Source: an optimization exercise on an open RTL-to-GDS flow (aim: small area and a short achievable clock period). Production flows keep margins and buffers that such runs may drop.
The RTL was checked by simulation tests, not by an equivalence proof against the original design.
Power is estimated from default activity; no workload was simulated.

Design fdc_read, start of the top module:
module fdc_read (
    input  wire        clk,
    input  wire        rst,
    input  wire        drive_active,
    input  wire        flux,
    input  wire        wr_en,
    input  wire [2:0]  wr_port,
    input  wire [15:0] wr_data,
    input  wire        rd_en,
    output wire [15:0] status,
    output reg         mem_we,
    output wire [31:0] mem_addr,
    output wire [15:0] mem_wdata,
    output reg         irq_sync,
    output reg         irq_done
);
    localparam [2:0] S_IDLE = 3'b000, S_WAIT = 3'b110, S_BYTE0 = 3'b100, S_BYTE1 = 3'b101;
    localparam [1:0] H_NONE = 2'd0, H_HI = 2'd1, H_LO = 2'd2, H_ZERO = 2'd3;
    reg running;
    reg run_st;     
    reg [10:0] counter;   
    reg        ended_r;   
    reg [4:0]  inc5;      
    reg [1:0]  hist;
    reg [2:0]  pcnt;
    reg [1:0]  fcls;
    reg        dir;
    reg        lat_v;     
    reg [2:0]  lat_c;     
    reg [15:0] shift;
    reg [2:0]  bcnt;      
    reg        st_sync, st_ready;
    reg [7:0]  st_data;
    reg [15:0] len;       
    reg [15:0] pend;      
    reg        pz;
    reg [15:0] sync_r;
    reg        ctl10;
    reg        dmaen;     
    reg [2:0]  state;
    reg [7:0]  hi;        
    reg [31:0] A;         
    reg        F;
    reg [15:0] B;
    reg [1:0]  H;
    wire start = drive_active && !running;
    wire [10:0] cnext;
    wire        ended_n;
    wire [4:0]  inc5_n;
    wire [2:0]  pcnt_dec, cT, pcnt_T;
    wire [1:0]  fcls_T;
    fdc_pll u_pll (
        .counter(counter), .ended_r(ended_r), .inc5(inc5), .pcnt(pcnt), .fcls(fcls),
        .dir(dir), .hist(hist), .lat_v(lat_v), .lat_c(lat_c),
        .cnext(cnext), .ended_n(ended_n), .inc5_n(inc5_n), .pcnt_dec(pcnt_dec),
        .cT(cT), .pcnt_T(pcnt_T), .fcls_T(fcls_T)
    );
    wire v = lat_v | flux;           
    wire bv = running & ended_r;     
  ...
For scale: ~930 cells after synthesis, ~170 flip-flops, ~92 I/O pins, roughly 8400 sq um of cells after synthesis.
clock: 7.0 ns
lec_check: 0
cap_margin: 20
core_margin: 2
core_utilization: 70
setup_slack_margin: 4.45
slew_margin: 20
standard.sh (not shown) runs the stock make flow with config.mk's settings and CLKGATE_MAP_FILE= SYNTH_SCRIPT=/design/flow/synth_recipe.tcl, a recipe that flattens the netlist after the stock synthesis.
==> flow/flow/run.sh <==
#!/bin/bash
# Standard ORFS layout (the standard.sh) with these changes:
#  - port buffers are sky130_fd_sc_hd__buf_2 instead of the resizer's default
#    choice (a delay cell);
#  - clock tree synthesis without dummy loads;
#  - the slow multi-input OR cells are not used (synthesis maps to NOR/NAND
#    forms instead); they are added to the platform's own don't-use list.
set -euo pipefail
export BUFFER_PORTS_ARGS="-buffer_cell sky130_fd_sc_hd__buf_2"
export CTS_ARGS="-sink_clustering_enable -repair_clock_nets -buf_list sky130_fd_sc_hd__clkbuf_8 -dont_use_dummy_load"
platform="sky130_fd_sc_hd__lpflow_bleeder_1 sky130_fd_sc_hd__lpflow_clkbufkapwr_1 sky130_fd_sc_hd__lpflow_clkbufkapwr_16 sky130_fd_sc_hd__lpflow_clkbufkapwr_2 sky130_fd_sc_hd__lpflow_clkbufkapwr_4 sky130_fd_sc_hd__lpflow_clkbufkapwr_8 sky130_fd_sc_hd__lpflow_clkinvkapwr_1 sky130_fd_sc_hd__lpflow_clkinvkapwr_16 sky130_fd_sc_hd__lpflow_clkinvkapwr_2 sky130_fd_sc_hd__lpflow_clkinvkapwr_4 sky130_fd_sc_hd__lpflow_clkinvkapwr_8 sky130_fd_sc_hd__lpflow_decapkapwr_12 sky130_fd_sc_hd__lpflow_decapkapwr_3 sky130_fd_sc_hd__lpflow_decapkapwr_4 sky130_fd_sc_hd__lpflow_decapkapwr_6 sky130_fd_sc_hd__lpflow_decapkapwr_8 sky130_fd_sc_hd__lpflow_inputiso0n_1 sky130_fd_sc_hd__lpflow_inputiso0p_1 sky130_fd_sc_hd__lpflow_inputiso1n_1 sky130_fd_sc_hd__lpflow_inputiso1p_1 sky130_fd_sc_hd__lpflow_inputisolatch_1 sky130_fd_sc_hd__lpflow_isobufsrc_1 sky130_fd_sc_hd__lpflow_isobufsrc_16 sky130_fd_sc_hd__lpflow_isobufsrc_2 sky130_fd_sc_hd__lpflow_isobufsrc_4 sky130_fd_sc_hd__lpflow_isobufsrc_8 sky130_fd_sc_hd__lpflow_isobufsrckapwr_16 sky130_fd_sc_hd__lpflow_lsbuf_lh_hl_isowell_tap_1 sky130_fd_sc_hd__lpflow_lsbuf_lh_hl_isowell_tap_2 sky130_fd_sc_hd__lpflow_lsbuf_lh_hl_isowell_tap_4 sky130_fd_sc_hd__lpflow_lsbuf_lh_isowell_4 sky130_fd_sc_hd__lpflow_lsbuf_lh_isowell_tap_1 sky130_fd_sc_hd__lpflow_lsbuf_lh_isowell_tap_2 sky130_fd_sc_hd__lpflow_lsbuf_lh_isowell_tap_4 sky130_fd_sc_hd__probe_p_8 sky130_fd_sc_hd__probec_p_8 "
slow=""
for c in or3_1 or3_2 or3_4 or3b_1 or3b_2 or3b_4 or4_1 or4_2 or4_4 or4b_1 or4b_2 or4b_4 or4bb_1 or4bb_2 or4bb_4; do
  slow="$slow sky130_fd_sc_hd__$c"
done
bash standard.sh "DONT_USE_CELLS=$platform$slow" finish > standard_flow.log 2>&1
The starting point completed without violations.
Rerun with:
--- a/flow/config.mk
+++ b/flow/config.mk
@@ -11 +11 @@
-export SETUP_SLACK_MARGIN = 4.45
+export SETUP_SLACK_MARGIN = 4.35
What happened: The changed run went through all stages and came out clean. Critical path depth goes down by 1. Via count goes down by 1.8%. Global-route usage goes up by 0.10 points. Power goes down by 0.52%. Synthesized cell count stays the same.
Rerun with:
--- a/flow/config.mk
+++ b/flow/config.mk
@@ -10,2 +10,2 @@
-export CORE_UTILIZATION = 70
-export SETUP_SLACK_MARGIN = 4.35
+export CORE_UTILIZATION = 80
+export SETUP_SLACK_MARGIN = 4.4
What happened:
- final cell count went down by 0.88%
- fmax went down by 2.4%
- clock-buffer cell count is unchanged
- critical path depth does not change
- total power went up by 1.2%
- via count went up by 7.9%
Rerun with:
--- a/flow/config.mk
+++ b/flow/config.mk
@@ -10,2 +10,2 @@
-export CORE_UTILIZATION = 80
-export SETUP_SLACK_MARGIN = 4.4
+export CORE_UTILIZATION = 60
+export SETUP_SLACK_MARGIN = 4.3
The new run finished clean. Die area climbs by a quarter to a third. Sequential cell count is unchanged. Clock power drops by a few percent. Non-clock buffer count drops by 4. Register-to-register slack improves by 0.07 ns. Global-route usage drops by 12 points. Total power drops slightly. Core utilization drops by 24 points. Wire length drops by roughly a tenth. Final area drops slightly.
Rerun with:
--- a/flow/config.mk
+++ b/flow/config.mk
@@ -10,2 +10,3 @@
-export CORE_UTILIZATION = 60
-export SETUP_SLACK_MARGIN = 4.3
+export CORE_UTILIZATION = 70
+export PLACE_DENSITY = 0.8
+export SETUP_SLACK_MARGIN = 4.4
The changed run completed without violations.
Setup slack gets worse by 0.023 ns.
Final cell count decreases by a few percent.
Clock skew hardly moves.

-- separate check: timing with driven ports --
The flow's constraints put no driver on any port. The routed layouts listed below were extracted and timed again, unchanged, in two steps.
Step 1: set_driving_cell puts a clkbuf_16 on clk and a buf_2 on each other input, an assumption about the parent block.
Step 2 times the ports against the registers' clock, not the clock port: input delays grow and output delays shrink by t, the midpoint of the rising clock arrivals with the driver on.
a / b / c = ideal / step 1 / step 2; a / b = the first two.
run	shift t [ns]	slack for setup (ns)	clock arrival spread, ns	worst register clock-pin slew, ns
the first run	0.487	4.385 / 4.347 / 3.967	0.033 / 0.033	0.09 / 0.09
the second run	0.477	4.407 / 4.370 / 3.948	0.039 / 0.039	0.09 / 0.09
the third run	0.487	4.344 / 4.307 / 3.927	0.029 / 0.029	0.10 / 0.10
the fourth run	0.476	4.411 / 4.414 / 3.954	0.023 / 0.023	0.08 / 0.08
the fifth run	0.481	4.388 / 4.349 / 3.936	0.022 / 0.023	0.09 / 0.09
After both steps setup and hold are still met in every run listed. The setup slack of the second run, which loses most, moves by -0.037 ns with the drivers and by -0.459 ns with both steps.
